This design comes from an exercise in tuning for small area on the open sky130 flow, not from production work. The RTL was checked by simulation tests, not by an equivalence proof against the original design. The flow treats the clock pin as an ideal source. Dropping or thinning the clock tree relies on that and would not hold on a real chip. Power and IR drop assume default switching activity.

==> module ric, before the edit <==
module ric (
    input  wire        clk,
    input  wire        rst,
    input  wire        cmd_valid,
    output wire        cmd_ready,
    input  wire [3:0]  cmd_op,
    input  wire [8:0]  cmd_arg,
    output wire        rsp_valid,
    output wire        rsp_err,
    output wire [7:0]  rsp_ecode,
    output wire [63:0] rsp_cnt0,
    output wire [31:0] rsp_cnt1,
    output wire [15:0] rsp_cnt2,
    output wire [18:0] rsp_status,
    output wire [8:0]  rsp_mode,
    output wire [1:0]  rsp_snap,
    output wire [1:0]  rsp_pins,
    output wire        bus_req,
    output wire        bus_we,
    output wire [6:0]  bus_addr,
    output wire [3:0]  bus_len,
    output wire [7:0]  bus_wdata,
    input  wire        bus_rvalid,
    input  wire [7:0]  bus_rdata,
    input  wire        bus_done,
    input  wire        bus_err,
    input  wire [7:0]  bus_ecode
);
    reg [8:0]  mode_q;
    reg [1:0]  snap_q;       
    reg [1:0]  act_q;
    reg [1:0]  kind_q;       
    reg [2:0]  pos_q;        
    reg        pend_q;       
    reg        reqq_q;       
    reg [7:0]  lane0, lane1, lane2, lane3, lane4, lane5;
    wire       acc      = cmd_valid;
    wire [3:0] op       = cmd_op;
    wire       op_nobus = (op == 4'd0) || (op > 4'd5);
    wire       op_rc    = op[1] & ~op[0];             
    wire       op_rs    = op[2] & op[0];              
    wire       op_ins   = (op[1] & op[0]) | (op[2] & ~op[0]);    
    wire       op_sp    = op[1] & op[0];              
    wire       op_we    = op[0] ^ op[2];              
    wire       w_cfg    = ~op[1] & ~op[2];            
    wire       w_res    = op[2];                      
    wire [2:0] tag = mode_q[2:0];
    reg [3:0] len;
    always @(*) begin
        case (tag)
            3'd0: len = 4'd4;
            3'd1: len = 4'd7;
            3'd2: len = 4'd7;
            3'd3: len = 4'd3;
            3'd4: len = 4'd5;
            3'd5: len = 4'd7;
            3'd6: len = 4'd5;
            default: len = 4'd8;
        endcase
    end
    wire       not3 = ~(tag == 3'd7);
    wire [7:0] cfg = {not3 & mode_q[6], not3 & mode_q[4], mode_q[7], mode_q[5],
                      mode_q[3], tag};
    wire rs_more = (kind_q == 2'd3) & (pos_q[1] | pos_q[0]);    
    assign bus_req   = (acc & ~op_nobus) | reqq_q;
    assign bus_we    = ~reqq_q & op_we;
    assign bus_addr  = {reqq_q | op_rs,
                        ~reqq_q & op_ins,
                        ~reqq_q & op_ins,
                        reqq_q | op_rc | op_rs,
                        1'b0,
                        reqq_q & pos_q[0],
                        reqq_q & pos_q[1]};
    assign bus_len   = (~reqq_q & op_rc) ? len : 4'd1;
    assign bus_wdata = {w_cfg & cfg[7],
                        w_cfg ? cfg[6] : (w_res ? act_q[1] : cmd_arg[1]),
                        w_cfg ? cfg[5] : (w_res ? act_q[0] : cmd_arg[0]),
                        w_cfg & cfg[4],
                        w_cfg & cfg[3],
                        w_cfg ? cfg[2:0] : (w_res ? cmd_arg[2:0] : 3'b000)};
    wire ok = bus_done & ~bus_err;
    assign cmd_ready = 1'b1;
    assign rsp_valid = pend_q | (bus_done & (bus_err | ~rs_more));
    assign rsp_err   = bus_done & bus_err;
    assign rsp_ecode = bus_ecode;
    assign rsp_mode  = mode_q;
    assign rsp_snap  = snap_q;
    assign rsp_pins  = act_q;
    wire ge24 = ~((tag == 3'd3) | (tag == 3'd6) | (tag == 3'd7));
    wire ge32 = (tag == 3'd2) | (tag == 3'd4) | (tag == 3'd5);
    wire ge48 = (tag == 3'd2);
    wire sign0 = ge48 ? lane5[7] : ge32 ? lane3[7] : ge24 ? lane2[7] : lane1[7];
    assign rsp_cnt0[15:0]  = {lane1, lane0};
    assign rsp_cnt0[23:16] = ge24 ? lane2 : {8{sign0}};
    assign rsp_cnt0[31:24] = ge32 ? lane3 : {8{sign0}};
    assign rsp_cnt0[47:32] = ge48 ? {lane5, lane4} : {16{sign0}};
    assign rsp_cnt0[63:48] = {16{sign0}};
    wire c1_24 = ~tag[2];
    wire sign1 = c1_24 ? lane3[7] : lane5[7];
    assign rsp_cnt1[15:0]  = {lane5, lane4};
    assign rsp_cnt1[23:16] = c1_24 ? lane3 : {8{sign1}};
    assign rsp_cnt1[31:24] = {8{sign1}};
    assign rsp_cnt2 = {lane3, lane2};
    assign rsp_status = {
        lane0[0],    
        lane0[1],    
        lane1[0],    
        lane0[2],    
        lane0[3],    
        lane0[4],    
        lane1[1],    
        lane1[2],    
        lane1[3],    
        lane1[4],    
        lane2[5],    
        lane2[7],    
        lane2[6],    
        lane0[5],    
        lane0[7],    
        lane0[6],    
        lane1[5],    
        lane1[7],    
        lane1[6]     
    };
    wire [2:0] p = pos_q;
    wire p1 = (p == 3'd1), p2 = (p == 3'd2), p3 = (p == 3'd3), p4 = (p == 3'd4),
         p5 = (p == 3'd5), p6 = (p == 3'd6), p7 = (p == 3'd7);
    wire tx = tag[2] ^ tag[1];
    wire ta = tag[2] & tag[1];
    wire tz = ~tag[2] & ~tag[1];
    wire en0  = p2;
    wire en1  = p3;
    wire en2  = (p4 & ~ta) | (p6 & tag[1] & tag[0]) | (p1 & kind_q[1] & kind_q[0]);
    wire en3  = (p5 & tx) | (p7 & ~tx & tag[0]);
    wire en4  = (p4 & ta) | (p5 & tz) | (p6 & tx);
    wire en5  = (p5 & ta) | (p6 & tz) | (p7 & tx);
    always @(posedge clk) begin
        if (bus_rvalid) begin
            if (en0)  lane0 <= bus_rdata;
            if (en1)  lane1 <= bus_rdata;
            if (en2)  lane2 <= bus_rdata;
            if (en3)  lane3 <= bus_rdata;
            if (en4)  lane4 <= bus_rdata;
            if (en5)  lane5 <= bus_rdata;
        end
    end
    wire       a_nch1 = (cmd_arg[2:0] == 3'd0) | (cmd_arg[2:0] == 3'd2) |
                        (cmd_arg[2:0] == 3'd3) | (cmd_arg[2:0] == 3'd4);
    wire       a_nch3 = (cmd_arg[2:0] == 3'd7);
    wire [8:0] mode_new = {a_nch3 ? cmd_arg[8:7] : 2'b00,
                           a_nch1 ? 2'b00 : cmd_arg[6:5],
                           cmd_arg[4:0]};
    always @(posedge clk) begin
        if (rst) begin
            mode_q <= 9'b0_0000_0010;    
            snap_q <= 2'b00;
            act_q  <= 2'b00;
        end else begin
            if (acc && op == 4'd0)
                mode_q <= mode_new;
            if (ok && kind_q == 2'd1)
                snap_q <= pos_q[1:0];
            else if (ok && kind_q == 2'd3 && pos_q == 3'd0)
                snap_q <= lane0[4:3];
            if (ok && kind_q == 2'd2)
                act_q <= pos_q[1:0];
        end
    end
    always @(posedge clk) begin
        pend_q <= acc & op_nobus;
        reqq_q <= ok & rs_more;
        if (acc) begin
            kind_q <= {op_sp | op_rs, op_rc | op_rs};
            pos_q  <= op_rc ? len[2:0] : {1'b0, op[2] ? 2'b11 : cmd_arg[1:0]};
        end else if (bus_rvalid) begin
            if (p1 & (kind_q == 2'd1))
                pos_q <= {1'b1, ~bus_rdata[7:6]};
            else
                pos_q <= pos_q - 3'd1;
        end
    end
endmodule
Settings: LEC_CHECK=0, CAP_MARGIN=0, CORE_MARGIN=2, CORE_UTILIZATION=80, PLACE_DENSITY=0.85, SLEW_MARGIN=0; clock period 10.0 ns.
standard.sh (not shown) runs the stock make flow with config.mk's settings and CLKGATE_MAP_FILE= SYNTH_SCRIPT=/design/flow/synth_recipe.tcl, a recipe that flattens the netlist after the stock synthesis.
==> flow/flow/run.sh <==
#!/bin/bash
# The standard layout, with three changes:
#  - after the standard synthesis, the combinational logic is mapped again
#    for area (remap.tcl, with each abc_*.abc script; the smallest netlist
#    that eqcheck.tcl proves equivalent to the standard one is kept); the
#    registers are left exactly as synthesized;
#  - ports are buffered with the smallest buffer;
#  - CTS adds no dummy loads, and its tree is then rebuilt as one root
#    buffer driving five leaf buffers (post_cts.tcl).
set -euo pipefail
WORK=$(pwd)
RES=$WORK/orfs/results/$FLOW_PLATFORM/ric/base
LOGS=$WORK/orfs/logs/$FLOW_PLATFORM/ric/base
export BUFFER_PORTS_ARGS="-buffer_cell sky130_fd_sc_hd__buf_1"
export POST_CTS_TCL=$WORK/flow/post_cts.tcl
export CTS_ARGS="-sink_clustering_enable -repair_clock_nets -dont_use_dummy_load -buf_list {sky130_fd_sc_hd__clkbuf_8}"

bash standard.sh synth > log_standard_synth.txt 2>&1

# the abc call of the standard synthesis gives the don't-use list
export REMAP_DONT_USE="$(grep -m1 '^abc -script' $LOGS/1_2_yosys.log | grep -oE -- '-dont_use [^ ]+' | tr '\n' ' ')"
export REMAP_LIB=$FLOW_HOME/platforms/$FLOW_PLATFORM/lib/sky130_fd_sc_hd__tt_025C_1v80.lib
export REMAP_IN=$WORK/standard_1_2_yosys.v
cp $RES/1_2_yosys.v $REMAP_IN
# map with each abc script and keep the smallest result
best=""; best_area=""
for abc in $WORK/flow/abc_*.abc; do
  name=$(basename $abc .abc)
  export REMAP_ABC=$abc REMAP_OUT=$WORK/remapped_$name.v
  # a candidate counts only if it is proven equivalent to the standard netlist
  if yosys -c $WORK/flow/remap.tcl > log_remap_$name.txt 2>&1 &&
     EQ_GOLD=$REMAP_IN EQ_GATE=$REMAP_OUT yosys -c $WORK/flow/eqcheck.tcl > log_eqcheck_$name.txt 2>&1; then
    area=$( (grep "Chip area for module '.$FLOW_TOP'" log_remap_$name.txt || true) | tail -n 1 | awk '{print $NF}')
    [[ -n "$area" ]] || continue
    echo "$name $area" >> log_remap_areas.txt
    if [[ -z "$best" ]] || awk -v a="$area" -v b="$best_area" 'BEGIN{exit !(a < b)}'; then
      best=$name; best_area=$area
    fi
  fi
done
echo "chosen ${best:-standard} $best_area" >> log_remap_areas.txt
if [[ -n "$best" ]]; then cp $WORK/remapped_$best.v $RES/1_2_yosys.v; fi
rm -f $RES/1_synth.odb $RES/1_synth.sdc

bash standard.sh finish > log_standard_finish.txt 2>&1
Other scripts of this flow, unchanged in this note and not shown: flow/flow/abc_a.abc, flow/flow/abc_b.abc, flow/flow/abc_c.abc, flow/flow/abc_d.abc, flow/flow/abc_e.abc, flow/flow/eqcheck.tcl, flow/flow/post_cts.tcl, flow/flow/remap.tcl
The baseline completed with no timing, DRC or antenna violations.
Change:
--- a/flow/design.v
+++ b/flow/design.v
@@ -32,10 +32,11 @@
     reg [1:0]  kind_q;       
     reg [2:0]  pos_q;        
     reg        pend_q;       
     reg        reqq_q;       
     reg [7:0]  lane0, lane1, lane2, lane3, lane4, lane5;
+    reg [2:0]  trl_q;
     wire       acc      = cmd_valid;
     wire [3:0] op       = cmd_op;
     wire       op_nobus = (op == 4'd0) || (op > 4'd5);
     wire       op_rc    = op[1] & ~op[0];             
     wire       op_rs    = op[2] & op[0];              
@@ -110,13 +111,13 @@
         lane0[4],    
         lane1[1],    
         lane1[2],    
         lane1[3],    
         lane1[4],    
-        lane2[5],    
-        lane2[7],    
-        lane2[6],    
+        trl_q[0],    
+        trl_q[2],    
+        trl_q[1],    
         lane0[5],    
         lane0[7],    
         lane0[6],    
         lane1[5],    
         lane1[7],    
@@ -126,18 +127,20 @@
     wire p1 = (p == 3'd1), p2 = (p == 3'd2), p3 = (p == 3'd3), p4 = (p == 3'd4),
          p5 = (p == 3'd5), p6 = (p == 3'd6), p7 = (p == 3'd7);
     wire tx = tag[2] ^ tag[1];
     wire ta = tag[2] & tag[1];
     wire tz = ~tag[2] & ~tag[1];
+    wire en_t = p1;
     wire en0  = p2;
     wire en1  = p3;
-    wire en2  = (p4 & ~ta) | (p6 & tag[1] & tag[0]) | (p1 & kind_q[1] & kind_q[0]);
+    wire en2  = (p4 & ~ta) | (p6 & tag[1] & tag[0]);
     wire en3  = (p5 & tx) | (p7 & ~tx & tag[0]);
     wire en4  = (p4 & ta) | (p5 & tz) | (p6 & tx);
     wire en5  = (p5 & ta) | (p6 & tz) | (p7 & tx);
     always @(posedge clk) begin
         if (bus_rvalid) begin
+            if (en_t) trl_q <= bus_rdata[7:5];
             if (en0)  lane0 <= bus_rdata;
             if (en1)  lane1 <= bus_rdata;
             if (en2)  lane2 <= bus_rdata;
             if (en3)  lane3 <= bus_rdata;
             if (en4)  lane4 <= bus_rdata;
@@ -157,11 +160,11 @@
             act_q  <= 2'b00;
         end else begin
             if (acc && op == 4'd0)
                 mode_q <= mode_new;
             if (ok && kind_q == 2'd1)
-                snap_q <= pos_q[1:0];
+                snap_q <= ~trl_q[2:1];
             else if (ok && kind_q == 2'd3 && pos_q == 3'd0)
                 snap_q <= lane0[4:3];
             if (ok && kind_q == 2'd2)
                 act_q <= pos_q[1:0];
         end
@@ -171,12 +174,9 @@
         reqq_q <= ok & rs_more;
         if (acc) begin
             kind_q <= {op_sp | op_rs, op_rc | op_rs};
             pos_q  <= op_rc ? len[2:0] : {1'b0, op[2] ? 2'b11 : cmd_arg[1:0]};
         end else if (bus_rvalid) begin
-            if (p1 & (kind_q == 2'd1))
-                pos_q <= {1'b1, ~bus_rdata[7:6]};
-            else
-                pos_q <= pos_q - 3'd1;
+            pos_q  <= pos_q - 3'd1;
         end
     end
 endmodule
What happened: Cell area rises slightly. Clock skew rises by 0.021 ns. Sequential power rises by a few percent. Power falls slightly. Maximum frequency rises by roughly a tenth. Setup slack improves by 0.54 ns. First-iteration DRC count falls slightly. Routed wire length falls by a few percent. Global-route usage falls by 1.6 points. Cell count falls by a few percent. Core utilization rises by 0.79 points. Hold slack improves by 0.029 ns.
In every run of this note, the design's own scripts or RTL, not TritonCTS, make the clock network.


ric, a different RTL version from the one above (not shown whole).
Size in the first run: ~210 I/O pins, roughly 3800 µm² of cells after synthesis.
==> module ric, before the edit <==
module ric (
    input  wire        clk,
    input  wire        rst,
    input  wire        cmd_valid,
    output wire        cmd_ready,
    input  wire [3:0]  cmd_op,
    input  wire [8:0]  cmd_arg,
    output wire        rsp_valid,
    output wire        rsp_err,
    output wire [7:0]  rsp_ecode,
    output wire [63:0] rsp_cnt0,
    output wire [31:0] rsp_cnt1,
    output wire [15:0] rsp_cnt2,
    output wire [18:0] rsp_status,
    output wire [8:0]  rsp_mode,
    output wire [1:0]  rsp_snap,
    output wire [1:0]  rsp_pins,
    output wire        bus_req,
    output wire        bus_we,
    output wire [6:0]  bus_addr,
    output wire [3:0]  bus_len,
    output wire [7:0]  bus_wdata,
    input  wire        bus_rvalid,
    input  wire [7:0]  bus_rdata,
    input  wire        bus_done,
    input  wire        bus_err,
    input  wire [7:0]  bus_ecode
);
    reg [8:0]  mode_q;
    reg [1:0]  snap_q;       
    reg [1:0]  act_q;
    reg [1:0]  kind_q;       
    reg [2:0]  pos_q;        
    reg        pend_q;       
    reg        reqq_q;       
    reg [7:0]  lane0, lane1, lane2, lane3, lane4, lane5;
    wire       acc      = cmd_valid;
    wire [3:0] op       = cmd_op;
    wire       op_nobus = (op == 4'd0) || (op > 4'd5);
    wire       op_rc    = op[1] & ~op[0];             
    wire       op_rs    = op[2] & op[0];              
    wire       op_ins   = (op[1] & op[0]) | (op[2] & ~op[0]);    
    wire       op_sp    = op[1] & op[0];              
    wire       op_we    = op[0] ^ op[2];              
    wire       w_cfg    = ~op[1] & ~op[2];            
    wire       w_res    = op[2];                      
    wire [2:0] tag = mode_q[2:0];
    reg [3:0] len;
    always @(*) begin
        case (tag)
            3'd0: len = 4'd4;
            3'd1: len = 4'd7;
            3'd2: len = 4'd7;
            3'd3: len = 4'd3;
            3'd4: len = 4'd5;
            3'd5: len = 4'd7;
            3'd6: len = 4'd5;
            default: len = 4'd8;
        endcase
    end
    wire       not3 = ~(tag == 3'd7);
    wire [7:0] cfg = {not3 & mode_q[6], not3 & mode_q[4], mode_q[7], mode_q[5],
                      mode_q[3], tag};
    wire rs_more = (kind_q == 2'd3) & (pos_q[1] | pos_q[0]);    
    assign bus_req   = (acc & ~op_nobus) | reqq_q;
    assign bus_we    = ~reqq_q & op_we;
    assign bus_addr  = {reqq_q | op_rs,
                        ~reqq_q & op_ins,
                        ~reqq_q & op_ins,
                        reqq_q | op_rc | op_rs,
                        1'b0,
                        reqq_q & pos_q[0],
                        reqq_q & pos_q[1]};
    assign bus_len   = (~reqq_q & op_rc) ? len : 4'd1;
    assign bus_wdata = {w_cfg & cfg[7],
                        w_cfg ? cfg[6] : (w_res ? act_q[1] : cmd_arg[1]),
                        w_cfg ? cfg[5] : (w_res ? act_q[0] : cmd_arg[0]),
                        w_cfg & cfg[4],
                        w_cfg & cfg[3],
                        w_cfg ? cfg[2:0] : (w_res ? cmd_arg[2:0] : 3'b000)};
    wire ok = bus_done & ~bus_err;
    assign cmd_ready = 1'b1;
    assign rsp_valid = pend_q | (bus_done & (bus_err | ~rs_more));
    assign rsp_err   = bus_done & bus_err;
    assign rsp_ecode = bus_ecode;
    assign rsp_mode  = mode_q;
    assign rsp_snap  = snap_q;
    assign rsp_pins  = act_q;
    wire ge24 = ~((tag == 3'd3) | (tag == 3'd6) | (tag == 3'd7));
    wire ge32 = (tag == 3'd2) | (tag == 3'd4) | (tag == 3'd5);
    wire ge48 = (tag == 3'd2);
    wire sign0 = ge48 ? lane5[7] : ge32 ? lane3[7] : ge24 ? lane2[7] : lane1[7];
    assign rsp_cnt0[15:0]  = {lane1, lane0};
    assign rsp_cnt0[23:16] = ge24 ? lane2 : {8{sign0}};
    assign rsp_cnt0[31:24] = ge32 ? lane3 : {8{sign0}};
    assign rsp_cnt0[47:32] = ge48 ? {lane5, lane4} : {16{sign0}};
    assign rsp_cnt0[63:48] = {16{sign0}};
    wire c1_24 = ~tag[2];
    wire sign1 = c1_24 ? lane3[7] : lane5[7];
    assign rsp_cnt1[15:0]  = {lane5, lane4};
    assign rsp_cnt1[23:16] = c1_24 ? lane3 : {8{sign1}};
    assign rsp_cnt1[31:24] = {8{sign1}};
    assign rsp_cnt2 = {lane3, lane2};
    assign rsp_status = {
        lane0[0],    
        lane0[1],    
        lane1[0],    
        lane0[2],    
        lane0[3],    
        lane0[4],    
        lane1[1],    
        lane1[2],    
        lane1[3],    
        lane1[4],    
        lane2[5],    
        lane2[7],    
        lane2[6],    
        lane0[5],    
        lane0[7],    
        lane0[6],    
        lane1[5],    
        lane1[7],    
        lane1[6]     
    };
    wire [2:0] p = pos_q;
    wire p1 = (p == 3'd1), p2 = (p == 3'd2), p3 = (p == 3'd3), p4 = (p == 3'd4),
         p5 = (p == 3'd5), p6 = (p == 3'd6), p7 = (p == 3'd7);
    wire tx = tag[2] ^ tag[1];
    wire ta = tag[2] & tag[1];
    wire tz = ~tag[2] & ~tag[1];
    wire en0  = p2;
    wire en1  = p3;
    wire en2  = (p4 & ~ta) | (p6 & tag[1] & tag[0]) | (p1 & kind_q[1] & kind_q[0]);
    wire en3  = (p5 & tx) | (p7 & ~tx & tag[0]);
    wire en4  = (p4 & ta) | (p5 & tz) | (p6 & tx);
    wire en5  = (p5 & ta) | (p6 & tz) | (p7 & tx);
    always @(posedge clk) begin
        if (bus_rvalid) begin
            if (en0)  lane0 <= bus_rdata;
            if (en1)  lane1 <= bus_rdata;
            if (en2)  lane2 <= bus_rdata;
            if (en3)  lane3 <= bus_rdata;
            if (en4)  lane4 <= bus_rdata;
            if (en5)  lane5 <= bus_rdata;
        end
    end
    wire       a_nch1 = (cmd_arg[2:0] == 3'd0) | (cmd_arg[2:0] == 3'd2) |
                        (cmd_arg[2:0] == 3'd3) | (cmd_arg[2:0] == 3'd4);
    wire       a_nch3 = (cmd_arg[2:0] == 3'd7);
    wire [8:0] mode_new = {a_nch3 ? cmd_arg[8:7] : 2'b00,
                           a_nch1 ? 2'b00 : cmd_arg[6:5],
                           cmd_arg[4:0]};
    always @(posedge clk) begin
        if (rst) begin
            mode_q <= 9'b0_0000_0010;    
            snap_q <= 2'b00;
            act_q  <= 2'b00;
        end else begin
            if (acc && op == 4'd0)
                mode_q <= mode_new;
            if (ok && kind_q == 2'd1)
                snap_q <= pos_q[1:0];
            else if (ok && kind_q == 2'd3 && pos_q == 3'd0)
                snap_q <= lane0[4:3];
            if (ok && kind_q == 2'd2)
                act_q <= pos_q[1:0];
        end
    end
    always @(posedge clk) begin
        pend_q <= acc & op_nobus;
        reqq_q <= ok & rs_more;
        if (acc) begin
            kind_q <= {op_sp | op_rs, op_rc | op_rs};
            pos_q  <= op_rc ? len[2:0] : {1'b0, op[2] ? 2'b11 : cmd_arg[1:0]};
        end else if (bus_rvalid & kind_q[0]) begin    
            if (p1 & ~kind_q[1])
                pos_q <= {1'b1, ~bus_rdata[7:6]};
            else
                pos_q <= pos_q - 3'd1;
        end
    end
endmodule
==> flow/config.mk <==
export PLATFORM = sky130hd
export DESIGN_NAME = ric
export DESIGN_NICKNAME = ric
export VERILOG_FILES = /design/flow/design.v
export SDC_FILE = /design/flow/constraint.sdc
export NUM_CORES = 4
export LEC_CHECK = 0
export CAP_MARGIN = 0
export CORE_MARGIN = 2
export CORE_UTILIZATION = 86
export PLACE_DENSITY = 0.9
export SLEW_MARGIN = 0
==> flow/constraint.sdc <==
create_clock -name core_clock -period 10.0 [get_ports {clk}]
set_input_delay 2.0000 -clock core_clock [delete_from_list [all_inputs] [get_ports {clk}]]
set_output_delay 2.0000 -clock core_clock [all_outputs]
set_load 0.01 [all_outputs]
==> flow/flow/run.sh <==
#!/bin/bash
# The standard layout, with three changes:
#  - after the standard synthesis, the combinational logic is mapped again
#    for area (remap.tcl, with each abc_*.abc script; the smallest netlist
#    that eqcheck.tcl proves equivalent to the standard one is kept); the
#    registers are left exactly as synthesized;
#  - ports are buffered with the smallest buffer;
#  - CTS adds no dummy loads, and its tree is then rebuilt as one root
#    buffer driving a few leaf buffers (post_cts.tcl).
set -euo pipefail
WORK=$(pwd)
RES=$WORK/orfs/results/$FLOW_PLATFORM/ric/base
LOGS=$WORK/orfs/logs/$FLOW_PLATFORM/ric/base
export BUFFER_PORTS_ARGS="-buffer_cell sky130_fd_sc_hd__buf_1"
export POST_CTS_TCL=$WORK/flow/post_cts.tcl
export CTS_ARGS="-sink_clustering_enable -repair_clock_nets -dont_use_dummy_load -buf_list {sky130_fd_sc_hd__clkbuf_8}"

bash standard.sh synth > log_standard_synth.txt 2>&1

# the abc call of the standard synthesis gives the don't-use list
export REMAP_DONT_USE="$(grep -m1 '^abc -script' $LOGS/1_2_yosys.log | grep -oE -- '-dont_use [^ ]+' | tr '\n' ' ')"
export REMAP_LIB=$FLOW_HOME/platforms/$FLOW_PLATFORM/lib/sky130_fd_sc_hd__tt_025C_1v80.lib
export REMAP_IN=$WORK/standard_1_2_yosys.v
cp $RES/1_2_yosys.v $REMAP_IN
# map with each abc script and keep the smallest result
best=""; best_area=""
for abc in $WORK/flow/abc_*.abc; do
  name=$(basename $abc .abc)
  export REMAP_ABC=$abc REMAP_OUT=$WORK/remapped_$name.v
  # a candidate counts only if it is proven equivalent to the standard netlist
  if yosys -c $WORK/flow/remap.tcl > log_remap_$name.txt 2>&1 &&
     EQ_GOLD=$REMAP_IN EQ_GATE=$REMAP_OUT yosys -c $WORK/flow/eqcheck.tcl > log_eqcheck_$name.txt 2>&1; then
    area=$( (grep "Chip area for module '.$FLOW_TOP'" log_remap_$name.txt || true) | tail -n 1 | awk '{print $NF}')
    [[ -n "$area" ]] || continue
    echo "$name $area" >> log_remap_areas.txt
    if [[ -z "$best" ]] || awk -v a="$area" -v b="$best_area" 'BEGIN{exit !(a < b)}'; then
      best=$name; best_area=$area
    fi
  fi
done
echo "chosen ${best:-standard} $best_area" >> log_remap_areas.txt
if [[ -n "$best" ]]; then cp $WORK/remapped_$best.v $RES/1_2_yosys.v; fi
rm -f $RES/1_synth.odb $RES/1_synth.sdc

bash standard.sh finish > log_standard_finish.txt 2>&1
Other scripts of this flow, unchanged in this note and not shown: flow/flow/abc_a.abc, flow/flow/abc_b.abc, flow/flow/abc_c.abc, flow/flow/abc_d.abc, flow/flow/abc_e.abc, flow/flow/abc_f.abc, flow/flow/abc_g.abc, flow/flow/abc_h.abc, flow/flow/abc_i.abc, flow/flow/eqcheck.tcl, flow/flow/post_cts.tcl, flow/flow/remap.tcl
Rerun with:
--- a/flow/design.v
+++ b/flow/design.v
@@ -30,16 +30,15 @@
     reg [1:0]  snap_q;       
     reg [1:0]  act_q;
     reg [1:0]  kind_q;       
     reg [2:0]  pos_q;        
-    reg        pend_q;       
-    reg        reqq_q;       
+    reg        pulse_q;      
     reg [7:0]  lane0, lane1, lane2, lane3, lane4, lane5;
     wire       acc      = cmd_valid;
     wire [3:0] op       = cmd_op;
     wire       op_nobus = (op == 4'd0) || (op > 4'd5);
     wire       op_rc    = op[1] & ~op[0];             
-    wire       op_rs    = op[2] & op[0];              
+    wire       op_rs    = (op == 4'd5);               
     wire       op_ins   = (op[1] & op[0]) | (op[2] & ~op[0]);    
     wire       op_sp    = op[1] & op[0];              
     wire       op_we    = op[0] ^ op[2];              
     wire       w_cfg    = ~op[1] & ~op[2];            
@@ -60,9 +59,12 @@
     end
     wire       not3 = ~(tag == 3'd7);
     wire [7:0] cfg = {not3 & mode_q[6], not3 & mode_q[4], mode_q[7], mode_q[5],
                       mode_q[3], tag};
-    wire rs_more = (kind_q == 2'd3) & (pos_q[1] | pos_q[0]);    
+    wire is_rs   = (kind_q == 2'd3);
+    wire rs_more = is_rs & (pos_q[1] | pos_q[0]);    
+    wire reqq_q  = pulse_q & is_rs;
+    wire pend_q  = pulse_q & ~is_rs;
     assign bus_req   = (acc & ~op_nobus) | reqq_q;
     assign bus_we    = ~reqq_q & op_we;
     assign bus_addr  = {reqq_q | op_rs,
                         ~reqq_q & op_ins,
@@ -166,10 +168,9 @@
                 act_q <= pos_q[1:0];
         end
     end
     always @(posedge clk) begin
-        pend_q <= acc & op_nobus;
-        reqq_q <= ok & rs_more;
+        pulse_q <= (acc & op_nobus) | (ok & rs_more);
         if (acc) begin
             kind_q <= {op_sp | op_rs, op_rc | op_rs};
             pos_q  <= op_rc ? len[2:0] : {1'b0, op[2] ? 2'b11 : cmd_arg[1:0]};
         end else if (bus_rvalid & kind_q[0]) begin    
First-iteration DRC count goes up by about 7%.
Worst setup slack is worse by 0.64 ns.
Area after synthesis goes down by about 0.5%.
Total power goes down by about 1.1%.
Global-route usage goes up by 1.8 points.
Utilization goes down by 1.1 points.
Clock skew goes down by 0.012 ns.
No run of this note takes its clock network from TritonCTS; it comes from the design's own scripts or RTL.

==> port drivers added, routing unchanged <==
How much do the figures lean on ideal ports? The routed layouts below were timed once more, with nothing changed but the port constraints.
Step 1: set_driving_cell puts a clkbuf_16 on clk and a buf_2 on each other input, an assumption about the parent block.
Step 2 times the ports against the registers' clock, not the clock port: input delays grow and output delays shrink by t, the midpoint of the rising clock arrivals with the driver on.
a / b / c = ideal ports / drivers / drivers and shift; a / b = the first two.
| run | shift t [ns] | setup WS [ns] | worst setup path at the end | worst register clock-pin slew, ns | pins driven straight from the clock port |
|---|---|---|---|---|---|
| the first run of note 1 | 0.392 | 4.147 / 4.121 / 4.513 | register to output | 0.09 / 0.09 | 1 |
| the second run of note 1 | 0.391 | 4.683 / 4.659 / 4.817 | input to output | 0.11 / 0.11 | 1 |
| the first run of note 2 | 0.431 | 4.707 / 4.684 / 4.684 | input to output | 0.09 / 0.09 | 1 |
| the second run of note 2 | 0.422 | 4.071 / 4.046 / 4.468 | register to output | 0.10 / 0.10 | 1 |
After both steps setup and hold are still met in every run listed. The setup slack of the first run of note 2, which loses most, moves by -0.023 ns with the drivers and by -0.023 ns with both steps.
